This is an optimization exercise on Yosys and OpenROAD, whose aim is small area, a short achievable clock period and few clock cycles, not a production implementation.
Where RTL was checked, it was by simulation tests only, not by an equivalence proof against the original.
Power figures rest on the tool's default switching activity, not on a simulated workload.

// fdc_engine
module fdc_engine (
    input  wire        clk,
    input  wire        rst,
    input  wire        cmd_valid,
    output wire        cmd_ready,
    input  wire [31:0] cmd_word,
    input  wire [31:0] cmd_arg,
    input  wire        cmd_empty,
    input  wire        in_valid,
    output wire        in_ready,
    input  wire [7:0]  in_data,
    input  wire        in_last,
    output wire        out_valid,
    input  wire        out_ready,
    output wire [7:0]  out_data,
    output wire        done,
    output wire [7:0]  status
);
    localparam [7:0] OP_SETSTAFF = 8'h02;
    localparam [7:0] OP_RESET    = 8'h0A;
    localparam [7:0] OP_STUFF    = 8'h50;
    localparam [7:0] OP_UNSTUFF  = 8'h51;
    localparam [7:0] OP_MOD256   = 8'h60;
    localparam [7:0] OP_CRC16    = 8'h61;
    reg  [7:0]   cfg_esc;
    reg          cfg_en;
    wire [255:0] cfg_pat;
    reg        busy;          
    reg        idle;          
  ...
For scale: ~1,300 cells after synthesis.
make LEC_CHECK=0 CAP_MARGIN=20 CORE_MARGIN=2 CORE_UTILIZATION=40 PLACE_DENSITY=0.6 SETUP_SLACK_MARGIN=1.5 SLEW_MARGIN=20 SYNTH_HIERARCHICAL=1 finish   # period 3.6 ns
run.sh (not shown) runs the stock make flow with config.mk's settings and CLKGATE_MAP_FILE= SYNTH_SCRIPT=/design/flow/synth_recipe.tcl, a recipe that flattens the netlist after the stock synthesis.
The first run ran to the end with no violations.
Testbench counts at the start, summed over its fixed seeds: cycles 15,081.
Then changed:
--- a/flow/design.v
+++ b/flow/design.v
@@ -70,26 +70,16 @@
 );
     wire [3:0] h;
     fdc_sel4 u0 (.sel(sel[3:0]),   .v(v[3:0]),   .hit(h[0]));
     fdc_sel4 u1 (.sel(sel[7:4]),   .v(v[7:4]),   .hit(h[1]));
     fdc_sel4 u2 (.sel(sel[11:8]),  .v(v[11:8]),  .hit(h[2]));
     fdc_sel4 u3 (.sel(sel[15:12]), .v(v[15:12]), .hit(h[3]));
     assign hit = |h;
 endmodule
-module fdc_odsel (
-    input  wire [7:0] sum,
-    input  wire [7:0] crc,
-    input  wire [7:0] rest,
-    input  wire       s_sum,
-    input  wire       s_crc,
-    output wire [7:0] q
-);
-    assign q = ({8{s_sum}} & sum) | ({8{s_crc}} & crc) | rest;
-endmodule
 module fdc_engine (
     input  wire        clk,
     input  wire        rst,
     input  wire        cmd_valid,
     output wire        cmd_ready,
     input  wire [31:0] cmd_word,
     input  wire [31:0] cmd_arg,
     input  wire        cmd_empty,
@@ -108,17 +98,16 @@
     localparam [7:0] OP_STUFF    = 8'h50;
     localparam [7:0] OP_UNSTUFF  = 8'h51;
     localparam [7:0] OP_MOD256   = 8'h60;
     localparam [7:0] OP_CRC16    = 8'h61;
     reg  [7:0]   cfg_esc;
     reg          cfg_en;
     wire [255:0] cfg_pat;
     reg        busy;          
-    reg        idle;          
     reg        run;           
     reg        fin0;          
     reg        fin1;          
     reg        irdy;          
     reg        k_stuff, k_unst, k_mod, k_crc, k_set;
     reg        ord;           
     reg        s_err;         
     reg        s_opd;         
@@ -139,29 +128,28 @@
     wire       c_rst    = (c_op == OP_RESET)    && c_hi0 && !c_b8;
     wire       c_stuff  = (c_op == OP_STUFF)    && c_hi0 && !c_b8;
     wire       c_unst   = (c_op == OP_UNSTUFF)  && c_hi0 && !c_b8;
     wire       c_mod    = (c_op == OP_MOD256)   && c_hi0 && !c_b8;
     wire       c_crc    = (c_op == OP_CRC16)    && c_hi0;
     wire       c_legal  = c_set || c_rst || c_stuff || c_unst || c_mod || c_crc;
     wire       c_opd    = c_set && (cmd_arg[31:9] != 23'd0);
     wire       c_ok     = c_legal && !c_opd;
-    assign cmd_ready = idle;
-    wire   cmd_fire  = cmd_valid && idle;
+    assign cmd_ready = !busy;
+    wire   cmd_fire  = cmd_valid && !busy;
     assign in_ready  = irdy;
     wire   in_fire   = in_valid && irdy;
     assign out_valid = ov;
     assign out_data  = od;
     wire   hold      = ov && !out_ready;
     assign done      = fin0 || (fin1 && out_ready);
     assign status    = {4'd0, s_opd, s_opd, 1'b0, s_err};
     wire [15:0] dlo = 16'd1 << in_data[3:0];
     wire [15:0] dhi = 16'd1 << in_data[7:4];
-    reg  pat_clr;
-    wire pat_keep = !pat_clr;
+    wire pat_keep = !(rst || (cmd_fire && c_ok && (c_set || c_rst)));
     wire pat_we   = !rst && in_fire && k_set;
     wire [15:0] dhi_we = dhi & {16{pat_we}};
     genvar gi;
     generate
         for (gi = 0; gi < 256; gi = gi + 1) begin : g_pat
             fdc_patbit u_bit (
                 .clk  (clk),
                 .keep (pat_keep),
@@ -203,25 +191,24 @@
     wire s_c     = !busy;
     wire s_esc   = act && pe_eff;
     wire s_lb    = act && k_byte && !pe_eff && sk_v;
     wire s_in    = act && k_byte && !pe_eff && !sk_v;
     wire s_sum   = act && k_mod && in_fire;
     wire s_crc   = act && k_crc && in_fire;
     wire s_a8    = act && k_crc && !run && t2;
     wire s_hold  = !(s_c || s_esc || s_lb || s_in || s_sum || s_crc || s_a8);
-    wire [7:0] od_rest = ({8{s_c}}   & {8{c_op[0]}}) |
-                         ({8{s_esc}} & cfg_esc)      |
-                         ({8{s_lb}}  & lb)           |
-                         ({8{s_in}}  & in_data)      |
-                         ({8{s_a8}}  & acc8)         |
-                         ({8{s_hold}} & od);
-    wire [7:0] od_n;
-    fdc_odsel u_odsel (.sum(sum_next), .crc(crc_od), .rest(od_rest),
-                       .s_sum(s_sum), .s_crc(s_crc), .q(od_n));
+    wire [7:0] od_n = ({8{s_c}}   & {8{c_op[0]}}) |
+                      ({8{s_esc}} & cfg_esc)      |
+                      ({8{s_lb}}  & lb)           |
+                      ({8{s_in}}  & in_data)      |
+                      ({8{s_sum}} & sum_next)     |
+                      ({8{s_crc}} & crc_od)       |
+                      ({8{s_a8}}  & acc8)         |
+                      ({8{s_hold}} & od);
     reg ov_n;
     always @(*) begin
         if (hold)
             ov_n = 1'b1;
         else if (!busy)
             ov_n = cmd_fire && cmd_empty && (c_mod || c_crc);
         else if (k_stuff)
             ov_n = pe_eff || sk_v || in_fire;
@@ -262,44 +249,41 @@
             fin_n = 1'b1;
     end
     wire irdy_n = run_n && !sk_v_n;
     always @(posedge clk) begin
         if (rst) begin
             cfg_esc <= 8'h00;
             cfg_en  <= 1'b0;
             busy    <= 1'b0;
-            idle    <= 1'b1;
             run     <= 1'b0;
             fin0    <= 1'b0;
             fin1    <= 1'b0;
             irdy    <= 1'b0;
             ov      <= 1'b0;
             sk_v    <= 1'b0;
             t2      <= 1'b0;
         end else begin
             busy    <= busy_n;
-            idle    <= !busy_n;
             run     <= run_n;
             fin0    <= fin_n && !ov_n;
             fin1    <= fin_n && ov_n;
             irdy    <= irdy_n;
             ov      <= ov_n;
             sk_v    <= sk_v_n;
             t2      <= t2_n;
             if (cmd_fire && c_ok && c_set) begin
                 cfg_esc <= cmd_arg[7:0];
                 cfg_en  <= cmd_arg[8];
             end
             if (cmd_fire && c_ok && c_rst) begin
                 cfg_esc <= 8'h00;
                 cfg_en  <= 1'b0;
             end
         end
-        pat_clr <= rst || (cmd_fire && c_ok && (c_set || c_rst));
         od    <= od_n;
         fresh <= fresh_n;
         pe_r  <= pe_r_n;
         kept  <= kept_n;
         if (cmd_fire) begin
             k_stuff <= c_stuff;
             k_unst  <= c_unst;
             k_mod   <= c_mod;
After rerunning: The changed run passed the timing, DRC and antenna checks. Area after synthesis falls by 0.72%. Clock skew barely changes. Critical path depth rises by 4. Wire length rises by 12%. Combinational power rises by about 20%. Global-route usage rises by 3.3 points. Worst hold slack is about the same. Sequential share of layout area falls by 2.4 points. First-iteration DRC count rises by 16%. Final area rises by 5.9%. Worst setup slack got worse by 0.13 ns. Total power falls by 1.7%. Count of clock-buffer cells in the layout falls by 2. Via count rises by 4.4%.
The RTL of the second run of this note was laid out without a check of its function.

static timing again, ports no longer ideal:
In the flow no input, the clock included, has a driving cell. The finished layouts below were timed again as built, in two steps.
Step 1 sets driving cells, clkbuf_16 on the clock port and buf_2 on the other inputs (assumed; they add their load-dependent delay and slew).
Step 2 moves the port delays by t, midway between the first and last clock arrival at a register: inputs arrive t later, outputs are due t later. That takes back most of the time a late clock gives input paths.
Three values: ideal ports, drivers, drivers and shift; two values: the first two.
run	t, ns	setup WS [ns]	worst setup path at the end
the first run	0.568	1.458 / 1.482 / 0.915	input to register
the second run	0.565	1.324 / 1.335 / 0.770	input to register
After both steps setup and hold are still met in every run listed. For the second run, which loses most, drivers alone change the setup slack by +0.011 ns; drivers and shift together by -0.554 ns.
